Context: an optimization exercise on an open-source flow, tuned for small area, a short achievable clock period and few clock cycles. The choices shown serve that exercise and are no tape-out recipe. Power and IR drop assume default switching activity.

==> run M <==
==> flow/design.v (excerpt) <==
module its_block (
    input  wire         clk,
    input  wire         rst,         
    input  wire         req_valid,
    output wire         req_ready,
    input  wire [31:0]  req_word,    
    output reg          resp_valid,
    output wire [31:0]  resp_word,   
    output wire [191:0] rec,         
    input  wire         tick,
    input  wire [3:0]   ch_pins,
    output wire         mem_rd,
    output wire [9:0]   mem_addr,
    input  wire [7:0]   mem_rdata
);
==> flow/config.mk <==
export PLATFORM = sky130hd
export DESIGN_NAME = its_block
export DESIGN_NICKNAME = its_block
export VERILOG_FILES = /design/flow/design.v
export SDC_FILE = /design/flow/constraint.sdc
export NUM_CORES = 4
export LEC_CHECK = 0
export CAP_MARGIN = 20
export CORE_MARGIN = 2
export CORE_UTILIZATION = 40
export CTS_CLUSTER_DIAMETER = 80
export CTS_CLUSTER_SIZE = 30
export SLEW_MARGIN = 20
==> flow/constraint.sdc <==
create_clock -name core_clock -period 10.0 [get_ports {clk}]
set_input_delay 2.0000 -clock core_clock [delete_from_list [all_inputs] [get_ports {clk}]]
set_output_delay 2.0000 -clock core_clock [all_outputs]
set_load 0.01 [all_outputs]
standard.sh (not shown) runs the stock make flow with config.mk's settings and CLKGATE_MAP_FILE= SYNTH_SCRIPT=/design/flow/synth_recipe.tcl, a recipe that flattens the netlist after the stock synthesis.
==> flow/flow/run.sh <==
#!/bin/bash
# Standard ORFS layout (the standard.sh), with timing repair aiming below the clock
# period and small port buffers.
set -euo pipefail
bash standard.sh SETUP_SLACK_MARGIN=6.0 'BUFFER_PORTS_ARGS=-buffer_cell sky130_fd_sc_hd__buf_2' finish > standard_finish.log 2>&1
==> run H (differences from run M) <==
--- a/flow/design.v
+++ b/flow/design.v
@@ -94,16 +94,17 @@
     wire [7:0] md   = sr[7:0];      
     wire [7:0] prev = sr[15:8];     
     assign mem_rd   = rd;
     assign mem_addr = addr;
     reg [191:0] sr;
     assign rec = {sr[159:0], sr[191:160]};
     reg        seq;          
     reg        fin;          
+    reg        sel0;         
     reg        last1;        
     reg        m_chan, m_msg, m_hdr, m_sel, m_cmp, m_init;
     reg [9:0]  sp;           
     reg        hs;           
     reg        gx;           
     reg        ff;           
     reg        fb, e_fl, dok;
     reg [3:0]  sel_c;
@@ -191,24 +192,16 @@
             endcase
         end
     end
     wire        tick_do = tick & ~tick_mask;
     wire [15:0] wait_d  = (wait_t != 16'd0) ? wait_t - 16'd1 : 16'd0;
     wire [15:0] msg_d   = (msg_t  != 16'd0) ? msg_t  - 16'd1 : 16'd0;
     wire        e_fire  = (elem_t[15:1] == 15'd0);
     wire [15:0] elem_d  = e_fire ? elem_rl : elem_t - 16'd1;
-    wire        op_b    = go && legal;
-    wire        op_unm  = op_b && (op == OP_TUNMASK);
-    wire        op_ldw  = op_b && (op == OP_LDW);
-    wire        op_ldm  = op_b && (op == OP_LDM);
-    wire        op_lde  = op_b && (op == OP_LDE);
-    wire        op_armm = op_b && (op == OP_ARMM);
-    wire        op_edge = op_b && (op == OP_EDGE);
-    wire        dlv     = tick_do || (op_unm && tick_pending);
     wire        c_act    = seq && dv;
     wire        md_ff    = (md == 8'hFF);
     wire        md_esc   = (md == 8'h18);
     wire        md_f     = (md[7:4] == 4'hF);
     wire        sel_empty = ff && md_ff;
     wire        hit      = (a2 >= 10'd303) && (prev == 8'h18) && md_f;
     wire        scan     = c_act && m_hdr && (tg2 == 2'd1);
     wire        chk_f    = scan && md_f;                         
@@ -219,17 +212,16 @@
                            ((tg2 == 2'd2 && md_esc) || (tg2 == 2'd3 && md_f));
     wire [7:0]  found_len = a2[7:0] - ((tg2 == 2'd2) ? 8'h1E : 8'h1F);
     wire        hdr_none = seq && m_hdr && gx && !rd && !rv1 && !dv;
     wire        hdr_end  = found || hdr_none;
     wire        chan_end = c_act && m_chan && (a2 == 10'd287);
     wire        msg_end  = c_act && m_msg && (hit || a2 == 10'd541);
     wire        crc_ok   = chan_end || (msg_end && hit);     
     wire        seq_end  = chan_end || msg_end || hdr_end;
-    wire        init_ok  = hdr_end && m_init && found && dok;   
     wire        sel_fb   = c_act && m_sel && (tg2 == 2'd2) && sel_empty && !fb &&
                            (sel_c != 4'd0);
     reg [1:0]  f_st, f_aux;
     reg [15:0] f_val;
     always @* begin
         f_st  = 2'd0;
         f_aux = 2'd0;
         f_val = 16'd0;
@@ -237,17 +229,17 @@
             f_val = crc_acc;
             f_st  = {1'b0, crc_acc != qv};
         end else if (last1) begin
             f_aux = {e_fl, fb};
             f_val = {4'd0, sel_c, 4'd0, fb ? 4'd0 : sel_c};
         end else if (m_hdr) begin
             f_st  = (found && dok) ? 2'd0 : 2'd2;
             f_aux = {dok, found};
-            f_val = m_init ? qv : (found ? {8'd0, found_len} : 16'd0);
+            f_val = m_init ? w[31:16] : (found ? {8'd0, found_len} : 16'd0);
         end else if (msg_end && !hit) begin
             f_st  = 2'd2;
         end else if (c_act) begin
             f_val = crc_out;
         end
     end
     wire f_resp = fin || last1 || (seq_end && !(crc_ok && m_cmp));
     always @(posedge clk) begin
@@ -262,17 +254,17 @@
             rv    <= b_val;
         end else begin
             r_st  <= f_st;
             r_aux <= f_aux;
             rv    <= f_val;
         end
     end
     always @(posedge clk) begin
-        if (!(go || seq || fin)) begin
+        if (rdy) begin
             w    <= req_word;
             pins <= ch_pins;
         end
         addr <= addr + 10'd1;
         if (go && legal) begin
             m_chan <= (op == OP_CRCCHAN) || (op == OP_CRCCMPC);
             m_msg  <= (op == OP_CRCMSG) || (op == OP_CRCCMPM);
             m_hdr  <= (op == OP_MSGCHK) || (op == OP_TINIT);
@@ -283,26 +275,26 @@
             hs     <= 1'b0;
             gx     <= 1'b0;
             sel_c  <= sel_i;
             sp     <= 10'd291;
             case (op)
             OP_CRCCHAN, OP_CRCCMPC: addr <= 10'd0;
             OP_CRCMSG, OP_CRCCMPM:  addr <= 10'd288;
             OP_MSGCHK, OP_TINIT:    addr <= 10'd290;
-            OP_SELIDX, OP_SELACT, OP_SELNEXT: begin
-                addr <= r5_addr(sel_i);
-                tg0  <= 2'd1;
-                sp   <= 10'd0;
-                ff   <= 1'b1;
-                fb   <= 1'b0;
-            end
             default: ;
             endcase
         end
+        if (sel0) begin
+            addr <= r5_addr(sel_c);
+            tg0  <= 2'd1;
+            sp   <= 10'd0;
+            ff   <= 1'b1;
+            fb   <= 1'b0;
+        end
         if (seq && rd && m_sel) begin
             sp   <= sp + 10'd1;
             if (sp[4:0] == 5'd3)
                 addr <= addr - 10'd23;
             tg0  <= (sp[4:0] == 5'd0 || sp[4:0] == 5'd1) ? 2'd1 :
                     (sp[4:0] == 5'd2) ? 2'd2 : 2'd0;
         end
         if (seq && m_hdr) begin
@@ -315,21 +307,21 @@
                 sp   <= hs ? sp + 10'd2 : ((sp == 10'd293) ? 10'd303 : sp + 10'd1);
                 if (sp == 10'd293) hs <= 1'b1;
                 if (sp == 10'd541) gx <= 1'b1;
             end
         end
         if (c_act) begin
             if (m_hdr && tg2 == 2'd0) begin
                 if (!a2[2]) begin
-                    w[15:0] <= {w[7:0], md};
+                    w[31:16] <= {w[23:16], md};
                     if (a2[0])
-                        dok <= !(w[7:0] == 8'hFF && md_ff);
+                        dok <= !(w[23:16] == 8'hFF && md_ff);
                 end else
-                    w[31:16] <= {w[23:16], md};
+                    w[15:0] <= {w[7:0], md};
             end
             if (m_sel && tg2 != 2'd0) begin
                 ff <= sel_empty;
                 if (tg2 == 2'd2) begin
                     e_fl <= sel_empty;
                     if (sel_empty) fb <= 1'b1;
                 end
             end
@@ -360,40 +352,56 @@
             rdy          <= 1'b1;
             go           <= 1'b0;
             resp_valid   <= 1'b0;
             rd           <= 1'b0;
             rv1          <= 1'b0;
             dv           <= 1'b0;
             seq          <= 1'b0;
             fin          <= 1'b0;
+            sel0         <= 1'b0;
             last1        <= 1'b0;
         end else begin
             go    <= rdy && req_valid;
             if (rdy && req_valid)
                 rdy <= 1'b0;
             rv1   <= rd;
             dv    <= rv1;
             fin   <= 1'b0;
+            sel0  <= 1'b0;
             last1 <= 1'b0;
             resp_valid <= (go && !(legal && b_store)) || f_resp;
             if ((go && !(legal && b_store)) || f_resp)
                 rdy <= 1'b1;
             if (go && legal) begin
                 case (op)
                 OP_TMASK: tick_mask <= 1'b1;
-                OP_TUNMASK: tick_mask <= 1'b0;
+                OP_TUNMASK: begin
+                    tick_mask <= 1'b0;
+                    if (tick_pending) begin
+                        tick_pending <= 1'b0;
+                        wait_t <= wait_d;
+                        msg_t  <= msg_d;
+                        elem_t <= elem_d;
+                        if (e_fire) edge_flag <= 1'b1;
+                    end
+                end
                 OP_ERRCLR: err_flag <= 1'b0;
                 OP_CRCCLR: crc_acc <= 16'd0;
                 OP_CRCBYTE: crc_acc <= crc_out;
                 OP_CRCCHAN, OP_CRCCMPC, OP_CRCMSG, OP_CRCCMPM, OP_MSGCHK, OP_TINIT: begin
                     seq <= 1'b1; rd <= 1'b1;
                 end
+                OP_LDW: wait_t <= qv;
+                OP_LDM: msg_t  <= qv;
+                OP_LDE: begin elem_rl <= qv; elem_t <= qv; end
+                OP_ARMM: msg_t <= dly_rl;
+                OP_EDGE: edge_flag <= 1'b0;
                 OP_SELIDX, OP_SELACT, OP_SELNEXT: begin
-                    seq <= 1'b1; rd <= 1'b1;
+                    seq <= 1'b1; sel0 <= 1'b1;
                     if (op == OP_SELACT) reload_req <= 1'b0;
                 end
                 OP_CHLATCH: begin
                     ch_base    <= pins;
                     reload_req <= 1'b1;
                 end
                 OP_CHCMD: begin
                     case (cmd_code)
@@ -413,16 +421,18 @@
                         end
                     end
                     default: ;
                     endcase
                 end
                 default: ;
                 endcase
             end
+            if (sel0)
+                rd <= 1'b1;
             if (seq && rd && (m_chan || m_msg)) begin
                 if (m_chan ? (addr == 10'd287) : (addr == 10'd541))
                     rd <= 1'b0;
             end
             if (seq && rd && m_sel && sp[4:0] == 5'd23) begin
                 rd    <= 1'b0;
                 last1 <= 1'b1;
             end
@@ -439,47 +449,36 @@
                 rv1 <= 1'b0;
                 dv  <= 1'b0;
                 if (crc_ok) begin
                     crc_acc <= crc_out;
                     if (m_cmp) fin <= 1'b1;
                 end
                 if (m_msg && !hit && m_cmp)
                     err_flag <= 1'b1;
-                if (m_hdr)
+                if (m_hdr) begin
                     msg_valid <= found && dok;
+                    if (m_init && found && dok) begin
+                        elem_rl   <= w[31:16];
+                        elem_t    <= w[31:16];
+                        dly_rl    <= w[15:0];
+                        edge_flag <= 1'b0;
+                    end
+                end
             end
             if (fin && crc_acc != qv)
                 err_flag <= 1'b1;
             if (last1) begin
                 seq <= 1'b0;
                 rv1 <= 1'b0;
                 dv  <= 1'b0;
             end
-            if (dlv) begin
+            if (tick_do) begin
                 wait_t <= wait_d;
                 msg_t  <= msg_d;
                 elem_t <= elem_d;
-            end else begin
-                if (op_ldw)
-                    wait_t <= qv;
-                if (op_ldm)
-                    msg_t <= qv;
-                else if (op_armm)
-                    msg_t <= dly_rl;
-                if (op_lde || init_ok)
-                    elem_t <= qv;
-            end
-            if (op_lde || init_ok)
-                elem_rl <= qv;
-            if (init_ok)
-                dly_rl <= w[31:16];
-            if (dlv && e_fire)
-                edge_flag <= 1'b1;
-            else if (op_edge || init_ok)
-                edge_flag <= 1'b0;
+                if (e_fire) edge_flag <= 1'b1;
+            end
             if (tick && tick_mask)
                 tick_pending <= 1'b1;
-            else if (op_unm)
-                tick_pending <= 1'b0;
         end
     end
 endmodule
==> flow/flow/run.sh (replaced) <==
#!/bin/bash
# Standard ORFS layout (the standard.sh), with timing repair aiming below the clock
# period and small port buffers.
set -euo pipefail
bash standard.sh SETUP_SLACK_MARGIN=7.0 'BUFFER_PORTS_ARGS=-buffer_cell sky130_fd_sc_hd__buf_2' finish > standard_finish.log 2>&1
==> notes <==
Against run H, the count of clock-buffer cells in the layout of run M is higher by 3.
Between run H and run M, the lower synthesized cell count is in run M (gap about 6.5%, measured against run M).
Of run H and run M, run M has the higher clock skew (gap 0.038 ns).
Via count: run M is smaller than run H (about 10%).
Between run M and run H, the lower worst setup slack is in run M (gap 0.67 ns).
Against run H, the register-to-register slack of run M is worse by 0.74 ns.
Between run H and run M, the lower worst hold slack is in run M (gap 0.012 ns).
Sequential power is about the same in run M and run H.
Against run M, the combinational power of run H is higher by 93%.
No run of this note included a check of the RTL's function; only the layout flow was run.

[static timing again, ports no longer ideal]
How much do the figures lean on ideal ports? The routed layouts below were timed once more, with nothing changed but the port constraints. Step 1: set_driving_cell puts a clkbuf_16 on clk and a buf_2 on each other input, an assumption about the parent block. Step 2 also shifts input and output timing later by t, the mid clock arrival at the registers, as if the neighbouring blocks saw the same clock. Slacks: ideal ports / drivers / drivers and shift; pairs: ideal ports / drivers.
run	t, ns	setup slack, ns	hold slack, ns	cell pins on the clock port's net
run M	0.659	6.132 / 6.132 / 5.856	0.310 / 0.310 / 0.310	1
run H	0.663	6.799 / 6.741 / 6.403	0.322 / 0.322 / 0.322	1
After both steps every run listed still meets setup and hold. The setup slack of run H, which loses most, moves by -0.058 ns with the drivers and by -0.396 ns with both steps.
